This is an optimization exercise on Yosys and OpenROAD, whose aim is small area, a short achievable clock period and few clock cycles, not a production implementation. RTL that was checked went through simulation tests only; none was proved equivalent to the original.

==> job 2540: inputs <==
==> flow/design.v (excerpt) <==
module sieve_engine (
    input  wire        clk,
    input  wire        rst_n,
    input  wire        reg_we,
    input  wire [8:0]  reg_addr,
    input  wire [63:0] reg_wdata,
    output reg  [63:0] reg_rdata,
    input  wire [2:0]  win_addr,
    output wire [63:0] win_rdata,
    output wire        irq
);
==> flow/config.mk <==
export PLATFORM = sky130hd
export DESIGN_NAME = sieve_engine
export DESIGN_NICKNAME = sieve_engine
export VERILOG_FILES = /design/flow/design.v
export SDC_FILE = /design/flow/constraint.sdc
export NUM_CORES = 8
export LEC_CHECK = 0
export CAP_MARGIN = 20
export CORE_MARGIN = 2
export CORE_UTILIZATION = 50
export SETUP_SLACK_MARGIN = 5
export SLEW_MARGIN = 20
export SYNTH_MEMORY_MAX_BITS = 16384
==> flow/constraint.sdc <==
create_clock -name core_clock -period 12.0 [get_ports {clk}]
set_input_delay 2.4000 -clock core_clock [delete_from_list [all_inputs] [get_ports {clk}]]
set_output_delay 2.4000 -clock core_clock [all_outputs]
set_load 0.01 [all_outputs]
standard.sh (not shown) runs the stock make flow with config.mk's settings and CLKGATE_MAP_FILE= SYNTH_SCRIPT=/design/flow/synth_recipe.tcl, a recipe that flattens the netlist after the stock synthesis.
==> flow/flow/run.sh <==
#!/bin/bash
# The standard ORFS layout (the standard.sh), with two changes to how it is
# made: the port buffers that global placement inserts are plain buffers
# (buf_4) rather than the default pick, and timing repair aims for a larger
# setup margin. The SDC, clock period and every other step are unchanged.
set -euo pipefail
bash standard.sh "BUFFER_PORTS_ARGS=-buffer_cell sky130_fd_sc_hd__buf_4" SETUP_SLACK_MARGIN=5 finish > make.log 2>&1
==> job 1901: changes against job 2540 <==
--- a/flow/design.v
+++ b/flow/design.v
@@ -131,13 +131,13 @@
     reg [7:0]  nrecords;
     reg [10:0] present;                   
     reg [10:0] applied;                   
     reg [3:0]  g_pc    [0:7];
     reg [6:0]  g_first [0:7];
     reg [1:0]  pk;
-    reg [6:0]  pj;                        
+    reg [6:0]  pst;                       
     reg [1:0]  psel;                      
     reg [3:0]  ppc;                       
     reg  [5:0] segleft;                   
     reg  [5:0] ssr;                       
     reg  [1:0] cls_ph;                    
     reg  [5:0] pseg;                      
@@ -920,32 +920,44 @@
         dv_q1 = (dv_r1 >= sv_ss);
         if (dv_q1) dv_r1 = dv_r1 - sv_ss;
         dv_r2 = {dv_r1[4:0], dv_num[4 - 2*dv_step]};
         dv_q2 = (dv_r2 >= sv_ss);
         if (dv_q2) dv_r2 = dv_r2 - sv_ss;
     end
+    wire [7:0]  ri_ge;                    
+    wire [7:0]  ri_oh;                    
     reg  [2:0]  ri_g;
     reg  [3:0]  ri_loc;
-    reg  [6:0]  ri_lw;
+    reg  [3:0]  ri_pc;
+    genvar gg;
+    generate
+        for (gg = 0; gg < 8; gg = gg + 1) begin : g_ri
+            if (gg == 0) begin : g_0
+                assign ri_ge[gg] = 1'b1;
+            end else begin : g_n
+                assign ri_ge[gg] = (gg < ngroups) && (g_first[gg] <= w[38:32]);
+            end
+            if (gg == 7) begin : g_7
+                assign ri_oh[gg] = ri_ge[gg];
+            end else begin : g_l
+                assign ri_oh[gg] = ri_ge[gg] && !ri_ge[gg + 1];
+            end
+        end
+    endgenerate
     integer     ri;
     always @(*) begin
-        ri_g = 3'd0;
-        ri_loc = w[35:32];
-        for (ri = 1; ri < 8; ri = ri + 1) begin
-            ri_lw = w[38:32] - g_first[ri];
-            if (ri < ngroups && g_first[ri] <= w[38:32]) begin
-                ri_g = ri[2:0];
-                ri_loc = ri_lw[3:0];
-            end
+        ri_g   = 3'd0;
+        ri_loc = 4'd0;
+        ri_pc  = 4'd0;
+        for (ri = 0; ri < 8; ri = ri + 1) begin
+            ri_g   = ri_g   | ({3{ri_oh[ri]}} & ri[2:0]);
+            ri_loc = ri_loc | ({4{ri_oh[ri]}} & (w[35:32] - g_first[ri][3:0]));
+            ri_pc  = ri_pc  | ({4{ri_oh[ri]}} & g_pc[ri]);
         end
     end
-    wire [2:0]  rr_g   = pj[6:4];
-    wire [3:0]  rr_loc = pj[3:0];
-    wire [3:0]  ri_pc  = g_pc[ri_g];
-    wire [3:0]  rr_pc  = ppc;
-    wire [7:0]  rr_key = {rr_pc, rr_loc};
+    wire [7:0]  rr_key = {ri_pc, ri_loc};
     wire [6:0]  rom_start;
     wire [3:0]  rom_b1, rom_b2, rom_b3;   
     wire [15:0] rom_mask = ~((16'd1 << rom_b1) | (16'd1 << rom_b2) | (16'd1 << rom_b3));
     assign rom_start[0] = (rr_key == 8'd1) | (rr_key == 8'd3) | (rr_key == 8'd5) | (rr_key == 8'd16) | (rr_key == 8'd18) | (rr_key == 8'd20) | (rr_key == 8'd22) | (rr_key == 8'd24) | (rr_key == 8'd26) | (rr_key == 8'd33) | (rr_key == 8'd36) | (rr_key == 8'd38) | (rr_key == 8'd40) | (rr_key == 8'd42) | (rr_key == 8'd44) | (rr_key == 8'd49) | (rr_key == 8'd53) | (rr_key == 8'd55) | (rr_key == 8'd58) | (rr_key == 8'd60) | (rr_key == 8'd64) | (rr_key == 8'd65) | (rr_key == 8'd66) | (rr_key == 8'd67) | (rr_key == 8'd69) | (rr_key == 8'd71) | (rr_key == 8'd74) | (rr_key == 8'd75) | (rr_key == 8'd82) | (rr_key == 8'd84) | (rr_key == 8'd86) | (rr_key == 8'd90) | (rr_key == 8'd91) | (rr_key == 8'd92) | (rr_key == 8'd93) | (rr_key == 8'd96) | (rr_key == 8'd98) | (rr_key == 8'd99) | (rr_key == 8'd102) | (rr_key == 8'd103) | (rr_key == 8'd105) | (rr_key == 8'd108) | (rr_key == 8'd109) | (rr_key == 8'd111) | (rr_key == 8'd112) | (rr_key == 8'd114) | (rr_key == 8'd117) | (rr_key == 8'd118) | (rr_key == 8'd120) | (rr_key == 8'd123) | (rr_key == 8'd124) | (rr_key == 8'd127) | (rr_key == 8'd129) | (rr_key == 8'd135) | (rr_key == 8'd136) | (rr_key == 8'd137) | (rr_key == 8'd139) | (rr_key == 8'd141) | (rr_key == 8'd143) | (rr_key == 8'd144) | (rr_key == 8'd145) | (rr_key == 8'd146) | (rr_key == 8'd147) | (rr_key == 8'd150) | (rr_key == 8'd151) | (rr_key == 8'd153) | (rr_key == 8'd155) | (rr_key == 8'd161) | (rr_key == 8'd163) | (rr_key == 8'd165) | (rr_key == 8'd166) | (rr_key == 8'd169) | (rr_key == 8'd171) | (rr_key == 8'd172) | (rr_key == 8'd173) | (rr_key == 8'd174);
     assign rom_start[1] = (rr_key == 8'd2) | (rr_key == 8'd3) | (rr_key == 8'd6) | (rr_key == 8'd17) | (rr_key == 8'd18) | (rr_key == 8'd21) | (rr_key == 8'd22) | (rr_key == 8'd25) | (rr_key == 8'd26) | (rr_key == 8'd32) | (rr_key == 8'd33) | (rr_key == 8'd35) | (rr_key == 8'd36) | (rr_key == 8'd39) | (rr_key == 8'd40) | (rr_key == 8'd43) | (rr_key == 8'd44) | (rr_key == 8'd50) | (rr_key == 8'd52) | (rr_key == 8'd53) | (rr_key == 8'd56) | (rr_key == 8'd59) | (rr_key == 8'd60) | (rr_key == 8'd65) | (rr_key == 8'd67) | (rr_key == 8'd70) | (rr_key == 8'd71) | (rr_key == 8'd73) | (rr_key == 8'd74) | (rr_key == 8'd76) | (rr_key == 8'd81) | (rr_key == 8'd82) | (rr_key == 8'd83) | (rr_key == 8'd84) | (rr_key == 8'd87) | (rr_key == 8'd89) | (rr_key == 8'd90) | (rr_key == 8'd92) | (rr_key == 8'd94) | (rr_key == 8'd97) | (rr_key == 8'd99) | (rr_key == 8'd101) | (rr_key == 8'd102) | (rr_key == 8'd107) | (rr_key == 8'd108) | (rr_key == 8'd110) | (rr_key == 8'd111) | (rr_key == 8'd112) | (rr_key == 8'd113) | (rr_key == 8'd115) | (rr_key == 8'd118) | (rr_key == 8'd119) | (rr_key == 8'd120) | (rr_key == 8'd121) | (rr_key == 8'd124) | (rr_key == 8'd126) | (rr_key == 8'd128) | (rr_key == 8'd130) | (rr_key == 8'd132) | (rr_key == 8'd137) | (rr_key == 8'd139) | (rr_key == 8'd141) | (rr_key == 8'd142) | (rr_key == 8'd143) | (rr_key == 8'd144) | (rr_key == 8'd146) | (rr_key == 8'd158) | (rr_key == 8'd159) | (rr_key == 8'd160) | (rr_key == 8'd162) | (rr_key == 8'd164) | (rr_key == 8'd165) | (rr_key == 8'd166) | (rr_key == 8'd167) | (rr_key == 8'd169) | (rr_key == 8'd171) | (rr_key == 8'd172);
     assign rom_start[2] = (rr_key == 8'd4) | (rr_key == 8'd5) | (rr_key == 8'd6) | (rr_key == 8'd19) | (rr_key == 8'd20) | (rr_key == 8'd21) | (rr_key == 8'd22) | (rr_key == 8'd27) | (rr_key == 8'd34) | (rr_key == 8'd35) | (rr_key == 8'd36) | (rr_key == 8'd41) | (rr_key == 8'd42) | (rr_key == 8'd43) | (rr_key == 8'd44) | (rr_key == 8'd48) | (rr_key == 8'd49) | (rr_key == 8'd50) | (rr_key == 8'd54) | (rr_key == 8'd55) | (rr_key == 8'd56) | (rr_key == 8'd61) | (rr_key == 8'd64) | (rr_key == 8'd65) | (rr_key == 8'd68) | (rr_key == 8'd69) | (rr_key == 8'd70) | (rr_key == 8'd71) | (rr_key == 8'd75) | (rr_key == 8'd76) | (rr_key == 8'd83) | (rr_key == 8'd84) | (rr_key == 8'd88) | (rr_key == 8'd89) | (rr_key == 8'd90) | (rr_key == 8'd93) | (rr_key == 8'd94) | (rr_key == 8'd96) | (rr_key == 8'd97) | (rr_key == 8'd100) | (rr_key == 8'd101) | (rr_key == 8'd102) | (rr_key == 8'd104) | (rr_key == 8'd105) | (rr_key == 8'd109) | (rr_key == 8'd110) | (rr_key == 8'd111) | (rr_key == 8'd112) | (rr_key == 8'd114) | (rr_key == 8'd115) | (rr_key == 8'd119) | (rr_key == 8'd120) | (rr_key == 8'd122) | (rr_key == 8'd123) | (rr_key == 8'd124) | (rr_key == 8'd127) | (rr_key == 8'd128) | (rr_key == 8'd131) | (rr_key == 8'd132) | (rr_key == 8'd134) | (rr_key == 8'd135) | (rr_key == 8'd138) | (rr_key == 8'd139) | (rr_key == 8'd142) | (rr_key == 8'd143) | (rr_key == 8'd145) | (rr_key == 8'd146) | (rr_key == 8'd148) | (rr_key == 8'd151) | (rr_key == 8'd154) | (rr_key == 8'd155) | (rr_key == 8'd157) | (rr_key == 8'd158) | (rr_key == 8'd160) | (rr_key == 8'd163) | (rr_key == 8'd166) | (rr_key == 8'd168) | (rr_key == 8'd169) | (rr_key == 8'd172) | (rr_key == 8'd174);
@@ -962,31 +974,30 @@
     assign rom_b2[2] = (rr_key == 8'd1) | (rr_key == 8'd3) | (rr_key == 8'd6) | (rr_key == 8'd16) | (rr_key == 8'd17) | (rr_key == 8'd18) | (rr_key == 8'd22) | (rr_key == 8'd23) | (rr_key == 8'd33) | (rr_key == 8'd34) | (rr_key == 8'd36) | (rr_key == 8'd37) | (rr_key == 8'd39) | (rr_key == 8'd40) | (rr_key == 8'd43) | (rr_key == 8'd44) | (rr_key == 8'd49) | (rr_key == 8'd50) | (rr_key == 8'd52) | (rr_key == 8'd53) | (rr_key == 8'd55) | (rr_key == 8'd56) | (rr_key == 8'd59) | (rr_key == 8'd60) | (rr_key == 8'd64) | (rr_key == 8'd68) | (rr_key == 8'd69) | (rr_key == 8'd70) | (rr_key == 8'd71) | (rr_key == 8'd76) | (rr_key == 8'd77) | (rr_key == 8'd81) | (rr_key == 8'd82) | (rr_key == 8'd85) | (rr_key == 8'd86) | (rr_key == 8'd89) | (rr_key == 8'd90) | (rr_key == 8'd92) | (rr_key == 8'd93) | (rr_key == 8'd96) | (rr_key == 8'd97) | (rr_key == 8'd98) | (rr_key == 8'd103) | (rr_key == 8'd104) | (rr_key == 8'd105) | (rr_key == 8'd106) | (rr_key == 8'd111) | (rr_key == 8'd112) | (rr_key == 8'd113) | (rr_key == 8'd118) | (rr_key == 8'd119) | (rr_key == 8'd120) | (rr_key == 8'd121) | (rr_key == 8'd126) | (rr_key == 8'd127) | (rr_key == 8'd130) | (rr_key == 8'd131) | (rr_key == 8'd134) | (rr_key == 8'd135) | (rr_key == 8'd138) | (rr_key == 8'd139) | (rr_key == 8'd142) | (rr_key == 8'd143) | (rr_key == 8'd144) | (rr_key == 8'd145) | (rr_key == 8'd146) | (rr_key == 8'd147) | (rr_key == 8'd152) | (rr_key == 8'd153) | (rr_key == 8'd154) | (rr_key == 8'd155) | (rr_key == 8'd162) | (rr_key == 8'd163) | (rr_key == 8'd166) | (rr_key == 8'd167) | (rr_key == 8'd170) | (rr_key == 8'd171) | (rr_key == 8'd174) | (rr_key == 8'd175);
     assign rom_b2[3] = (rr_key == 8'd0) | (rr_key == 8'd2) | (rr_key == 8'd4) | (rr_key == 8'd5) | (rr_key == 8'd6) | (rr_key == 8'd16) | (rr_key == 8'd17) | (rr_key == 8'd20) | (rr_key == 8'd21) | (rr_key == 8'd22) | (rr_key == 8'd23) | (rr_key == 8'd24) | (rr_key == 8'd25) | (rr_key == 8'd32) | (rr_key == 8'd33) | (rr_key == 8'd34) | (rr_key == 8'd35) | (rr_key == 8'd36) | (rr_key == 8'd37) | (rr_key == 8'd41) | (rr_key == 8'd48) | (rr_key == 8'd51) | (rr_key == 8'd55) | (rr_key == 8'd56) | (rr_key == 8'd57) | (rr_key == 8'd59) | (rr_key == 8'd60) | (rr_key == 8'd61) | (rr_key == 8'd64) | (rr_key == 8'd66) | (rr_key == 8'd67) | (rr_key == 8'd68) | (rr_key == 8'd70) | (rr_key == 8'd72) | (rr_key == 8'd73) | (rr_key == 8'd76) | (rr_key == 8'd80) | (rr_key == 8'd81) | (rr_key == 8'd82) | (rr_key == 8'd84) | (rr_key == 8'd86) | (rr_key == 8'd87) | (rr_key == 8'd91) | (rr_key == 8'd92) | (rr_key == 8'd96) | (rr_key == 8'd97) | (rr_key == 8'd98) | (rr_key == 8'd99) | (rr_key == 8'd100) | (rr_key == 8'd101) | (rr_key == 8'd102) | (rr_key == 8'd111) | (rr_key == 8'd112) | (rr_key == 8'd113) | (rr_key == 8'd122) | (rr_key == 8'd123) | (rr_key == 8'd124) | (rr_key == 8'd125) | (rr_key == 8'd126) | (rr_key == 8'd127) | (rr_key == 8'd128) | (rr_key == 8'd131) | (rr_key == 8'd133) | (rr_key == 8'd137) | (rr_key == 8'd138) | (rr_key == 8'd140) | (rr_key == 8'd142) | (rr_key == 8'd143) | (rr_key == 8'd144) | (rr_key == 8'd146) | (rr_key == 8'd150) | (rr_key == 8'd151) | (rr_key == 8'd153) | (rr_key == 8'd155) | (rr_key == 8'd156) | (rr_key == 8'd157) | (rr_key == 8'd160) | (rr_key == 8'd161) | (rr_key == 8'd162) | (rr_key == 8'd163) | (rr_key == 8'd165) | (rr_key == 8'd166) | (rr_key == 8'd167) | (rr_key == 8'd172);
     assign rom_b3[0] = (rr_key == 8'd0) | (rr_key == 8'd1) | (rr_key == 8'd2) | (rr_key == 8'd5) | (rr_key == 8'd6) | (rr_key == 8'd18) | (rr_key == 8'd19) | (rr_key == 8'd20) | (rr_key == 8'd23) | (rr_key == 8'd24) | (rr_key == 8'd25) | (rr_key == 8'd32) | (rr_key == 8'd34) | (rr_key == 8'd38) | (rr_key == 8'd40) | (rr_key == 8'd42) | (rr_key == 8'd48) | (rr_key == 8'd51) | (rr_key == 8'd52) | (rr_key == 8'd53) | (rr_key == 8'd55) | (rr_key == 8'd57) | (rr_key == 8'd59) | (rr_key == 8'd60) | (rr_key == 8'd67) | (rr_key == 8'd68) | (rr_key == 8'd69) | (rr_key == 8'd74) | (rr_key == 8'd75) | (rr_key == 8'd76) | (rr_key == 8'd80) | (rr_key == 8'd81) | (rr_key == 8'd84) | (rr_key == 8'd85) | (rr_key == 8'd88) | (rr_key == 8'd89) | (rr_key == 8'd92) | (rr_key == 8'd97) | (rr_key == 8'd99) | (rr_key == 8'd101) | (rr_key == 8'd103) | (rr_key == 8'd105) | (rr_key == 8'd107) | (rr_key == 8'd109) | (rr_key == 8'd111) | (rr_key == 8'd113) | (rr_key == 8'd115) | (rr_key == 8'd117) | (rr_key == 8'd119) | (rr_key == 8'd121) | (rr_key == 8'd123) | (rr_key == 8'd125) | (rr_key == 8'd127) | (rr_key == 8'd128) | (rr_key == 8'd131) | (rr_key == 8'd132) | (rr_key == 8'd135) | (rr_key == 8'd136) | (rr_key == 8'd139) | (rr_key == 8'd140) | (rr_key == 8'd143) | (rr_key == 8'd146) | (rr_key == 8'd147) | (rr_key == 8'd148) | (rr_key == 8'd149) | (rr_key == 8'd154) | (rr_key == 8'd155) | (rr_key == 8'd156) | (rr_key == 8'd157) | (rr_key == 8'd160) | (rr_key == 8'd162) | (rr_key == 8'd163) | (rr_key == 8'd165) | (rr_key == 8'd168) | (rr_key == 8'd170) | (rr_key == 8'd171) | (rr_key == 8'd173);
     assign rom_b3[1] = (rr_key == 8'd0) | (rr_key == 8'd4) | (rr_key == 8'd6) | (rr_key == 8'd16) | (rr_key == 8'd20) | (rr_key == 8'd21) | (rr_key == 8'd22) | (rr_key == 8'd23) | (rr_key == 8'd25) | (rr_key == 8'd27) | (rr_key == 8'd32) | (rr_key == 8'd35) | (rr_key == 8'd36) | (rr_key == 8'd38) | (rr_key == 8'd41) | (rr_key == 8'd43) | (rr_key == 8'd48) | (rr_key == 8'd50) | (rr_key == 8'd53) | (rr_key == 8'd55) | (rr_key == 8'd56) | (rr_key == 8'd58) | (rr_key == 8'd60) | (rr_key == 8'd64) | (rr_key == 8'd65) | (rr_key == 8'd69) | (rr_key == 8'd71) | (rr_key == 8'd72) | (rr_key == 8'd74) | (rr_key == 8'd80) | (rr_key == 8'd81) | (rr_key == 8'd86) | (rr_key == 8'd87) | (rr_key == 8'd88) | (rr_key == 8'd89) | (rr_key == 8'd93) | (rr_key == 8'd94) | (rr_key == 8'd96) | (rr_key == 8'd99) | (rr_key == 8'd100) | (rr_key == 8'd103) | (rr_key == 8'd104) | (rr_key == 8'd107) | (rr_key == 8'd108) | (rr_key == 8'd111) | (rr_key == 8'd112) | (rr_key == 8'd113) | (rr_key == 8'd116) | (rr_key == 8'd117) | (rr_key == 8'd120) | (rr_key == 8'd121) | (rr_key == 8'd124) | (rr_key == 8'd125) | (rr_key == 8'd128) | (rr_key == 8'd129) | (rr_key == 8'd130) | (rr_key == 8'd135) | (rr_key == 8'd136) | (rr_key == 8'd137) | (rr_key == 8'd138) | (rr_key == 8'd143) | (rr_key == 8'd144) | (rr_key == 8'd146) | (rr_key == 8'd149) | (rr_key == 8'd151) | (rr_key == 8'd152) | (rr_key == 8'd154) | (rr_key == 8'd157) | (rr_key == 8'd159) | (rr_key == 8'd160) | (rr_key == 8'd162) | (rr_key == 8'd164) | (rr_key == 8'd166) | (rr_key == 8'd168) | (rr_key == 8'd170) | (rr_key == 8'd172) | (rr_key == 8'd174);
     assign rom_b3[2] = (rr_key == 8'd1) | (rr_key == 8'd3) | (rr_key == 8'd4) | (rr_key == 8'd5) | (rr_key == 8'd6) | (rr_key == 8'd16) | (rr_key == 8'd17) | (rr_key == 8'd18) | (rr_key == 8'd22) | (rr_key == 8'd23) | (rr_key == 8'd34) | (rr_key == 8'd36) | (rr_key == 8'd37) | (rr_key == 8'd40) | (rr_key == 8'd43) | (rr_key == 8'd44) | (rr_key == 8'd49) | (rr_key == 8'd50) | (rr_key == 8'd52) | (rr_key == 8'd53) | (rr_key == 8'd56) | (rr_key == 8'd59) | (rr_key == 8'd60) | (rr_key == 8'd64) | (rr_key == 8'd68) | (rr_key == 8'd69) | (rr_key == 8'd70) | (rr_key == 8'd71) | (rr_key == 8'd76) | (rr_key == 8'd77) | (rr_key == 8'd81) | (rr_key == 8'd82) | (rr_key == 8'd85) | (rr_key == 8'd86) | (rr_key == 8'd89) | (rr_key == 8'd90) | (rr_key == 8'd93) | (rr_key == 8'd96) | (rr_key == 8'd97) | (rr_key == 8'd98) | (rr_key == 8'd103) | (rr_key == 8'd104) | (rr_key == 8'd105) | (rr_key == 8'd106) | (rr_key == 8'd111) | (rr_key == 8'd112) | (rr_key == 8'd113) | (rr_key == 8'd118) | (rr_key == 8'd119) | (rr_key == 8'd120) | (rr_key == 8'd121) | (rr_key == 8'd126) | (rr_key == 8'd127) | (rr_key == 8'd130) | (rr_key == 8'd131) | (rr_key == 8'd134) | (rr_key == 8'd135) | (rr_key == 8'd138) | (rr_key == 8'd139) | (rr_key == 8'd142) | (rr_key == 8'd143) | (rr_key == 8'd144) | (rr_key == 8'd145) | (rr_key == 8'd146) | (rr_key == 8'd147) | (rr_key == 8'd152) | (rr_key == 8'd153) | (rr_key == 8'd154) | (rr_key == 8'd155) | (rr_key == 8'd162) | (rr_key == 8'd163) | (rr_key == 8'd166) | (rr_key == 8'd167) | (rr_key == 8'd170) | (rr_key == 8'd171) | (rr_key == 8'd174) | (rr_key == 8'd175);
     assign rom_b3[3] = (rr_key == 8'd0) | (rr_key == 8'd1) | (rr_key == 8'd4) | (rr_key == 8'd6) | (rr_key == 8'd16) | (rr_key == 8'd21) | (rr_key == 8'd24) | (rr_key == 8'd25) | (rr_key == 8'd32) | (rr_key == 8'd33) | (rr_key == 8'd34) | (rr_key == 8'd36) | (rr_key == 8'd37) | (rr_key == 8'd41) | (rr_key == 8'd48) | (rr_key == 8'd56) | (rr_key == 8'd57) | (rr_key == 8'd59) | (rr_key == 8'd60) | (rr_key == 8'd61) | (rr_key == 8'd64) | (rr_key == 8'd67) | (rr_key == 8'd68) | (rr_key == 8'd70) | (rr_key == 8'd72) | (rr_key == 8'd73) | (rr_key == 8'd80) | (rr_key == 8'd81) | (rr_key == 8'd82) | (rr_key == 8'd84) | (rr_key == 8'd86) | (rr_key == 8'd87) | (rr_key == 8'd91) | (rr_key == 8'd96) | (rr_key == 8'd97) | (rr_key == 8'd98) | (rr_key == 8'd99) | (rr_key == 8'd100) | (rr_key == 8'd101) | (rr_key == 8'd102) | (rr_key == 8'd111) | (rr_key == 8'd112) | (rr_key == 8'd113) | (rr_key == 8'd122) | (rr_key == 8'd123) | (rr_key == 8'd124) | (rr_key == 8'd125) | (rr_key == 8'd126) | (rr_key == 8'd127) | (rr_key == 8'd128) | (rr_key == 8'd131) | (rr_key == 8'd133) | (rr_key == 8'd137) | (rr_key == 8'd138) | (rr_key == 8'd140) | (rr_key == 8'd142) | (rr_key == 8'd143) | (rr_key == 8'd144) | (rr_key == 8'd146) | (rr_key == 8'd150) | (rr_key == 8'd151) | (rr_key == 8'd153) | (rr_key == 8'd155) | (rr_key == 8'd156) | (rr_key == 8'd157) | (rr_key == 8'd160) | (rr_key == 8'd161) | (rr_key == 8'd162) | (rr_key == 8'd163) | (rr_key == 8'd165) | (rr_key == 8'd166) | (rr_key == 8'd167) | (rr_key == 8'd172);
-    wire [5:0]  rr_p = pval(rr_pc);
+    wire [5:0]  rr_p = pval(ri_pc);
     reg  [7:0]  rr_cur;
     reg  [7:0]  rr_c;
     integer     ci;
     always @(*) begin
-        rr_cur = {1'b0, rom_start};
+        rr_cur = {1'b0, pst};
         for (ci = 5; ci >= 0; ci = ci - 1) begin
-            rr_c = {1'b0, rom_start} + pmul({rr_pc, ci[2:0]});
+            rr_c = {1'b0, pst} + pmul({ppc, ci[2:0]});
             if (rr_c >= {2'b00, segbase})
                 rr_cur = rr_c;
         end
     end
     reg  [58:0] rr_res0;
     always @(*) begin
-        case (psel)
-            2'd0:    rr_res0 = {52'd0, rom_start};
-            2'd1:    rr_res0 = {52'd0, rr_cur[6:0]};
+        case (w[9:8])
             2'd2:    rr_res0 = {21'd0, rr_p, 16'd0, rom_mask};
-            default: rr_res0 = {56'd0, rr_g};
+            2'd3:    rr_res0 = {56'd0, ri_g};
+            default: rr_res0 = {52'd0, rom_start};
         endcase
     end
     wire        is_sieve = (pk == K_SIEVE);
     wire [3:0]  ap_pc = ppc;
     wire [10:0] ap_oh = 11'd1 << ap_pc;
     wire [10:0] pm = pmr;
@@ -1341,13 +1352,13 @@
         end
         if (issue)
             cls_ph <= 2'd3;
         else if (busy)
             cls_ph <= cls_ph - 2'd1;
         if (issue) begin
-            pj   <= {ri_g, ri_loc};
+            pst  <= rom_start;
             psel <= w[9:8];
             ppc  <= (opc == 8'h06) ? ri_pc : rg_pc;
             pe   <= sv_e;
             pmr  <= (opc == 8'h08) ? present : (11'd1 << rg_pc);
             pseg <= sv_segs;
             pk   <= (opc == 8'h06) ? K_RDREC : (opc == 8'h07) ? K_APPLY :
@@ -1494,13 +1505,18 @@
                     end
                     8'h06: begin                                       
                         if (!configured)
                             errcode <= E_STATE;
                         else if (r_range)
                             errcode <= E_RANGE;
-                        else begin
+                        else if (w[9:8] != 2'd1) begin
+                            errcode <= E_OK;
+                            res0    <= rr_res0;
+                            res1_lo <= 17'd0;
+                            res1_hi <= 5'd0;
+                        end else begin
                             busy <= 1'b1;
                             done <= 1'b0;
                         end
                     end
                     8'h07: begin                                       
                         if (!configured)
@@ -1534,13 +1550,13 @@
             if (busy && !(pk == K_SIEVE && dv_run)) begin
                 busy    <= 1'b0;
                 done    <= 1'b1;
                 errcode <= E_OK;
                 case (pk)
                 K_RDREC: begin
-                    res0    <= rr_res0;
+                    res0    <= {52'd0, rr_cur[6:0]};
                     res1_lo <= 17'd0;
                     res1_hi <= 5'd0;
                 end
                 K_APPLY: begin
                     applied <= applied | ap_oh;
                     res0    <= {53'd0, wt};
==> comparison <==
Of job 2540 and job 1901, job 1901 has the higher critical path depth (gap 7).
Against job 1901, the clock-buffer cell count of job 2540 is higher by 5.
In job 1901 the synthesized cell count is smaller than in job 2540, by 0.67%.
In job 1901 the flip-flop and latch count is lower than in job 2540, by 2.
In job 1901 the sequential share of layout area is lower than in job 2540, by 0.80 points.
Between job 1901 and job 2540, the lower worst hold slack is in job 2540 (gap 0.030 ns).
Wire length: job 1901 is higher than job 2540 (about 1.1%).
Testbench counts of job 2540, summed over its fixed seeds: cycles 1,228.
Only the layout flow was run in job 1901; the RTL was not checked for function there.

-- what the ideal ports hide --
Ports are ideal in the flow. The routed layouts listed here were re-timed in OpenROAD. Step 1 sets driving cells, clkbuf_16 on the clock port and buf_2 on the other inputs (assumed; they add their load-dependent delay and slew). Step 2 also shifts input and output timing later by t, the mid clock arrival at the registers, as if the neighbouring blocks saw the same clock. a / b / c = ideal / step 1 / step 2; a / b = the first two.
run	t (ns)	setup WS [ns]	pins driven straight from the clock port
job 2540	0.732	4.903 / 4.903 / 4.420	1
job 1901	0.746	4.694 / 4.694 / 4.015	1
After both steps every run listed still meets setup and hold. For job 1901, which loses most, drivers alone change the setup slack by 0.000 ns; drivers and shift together by -0.679 ns.
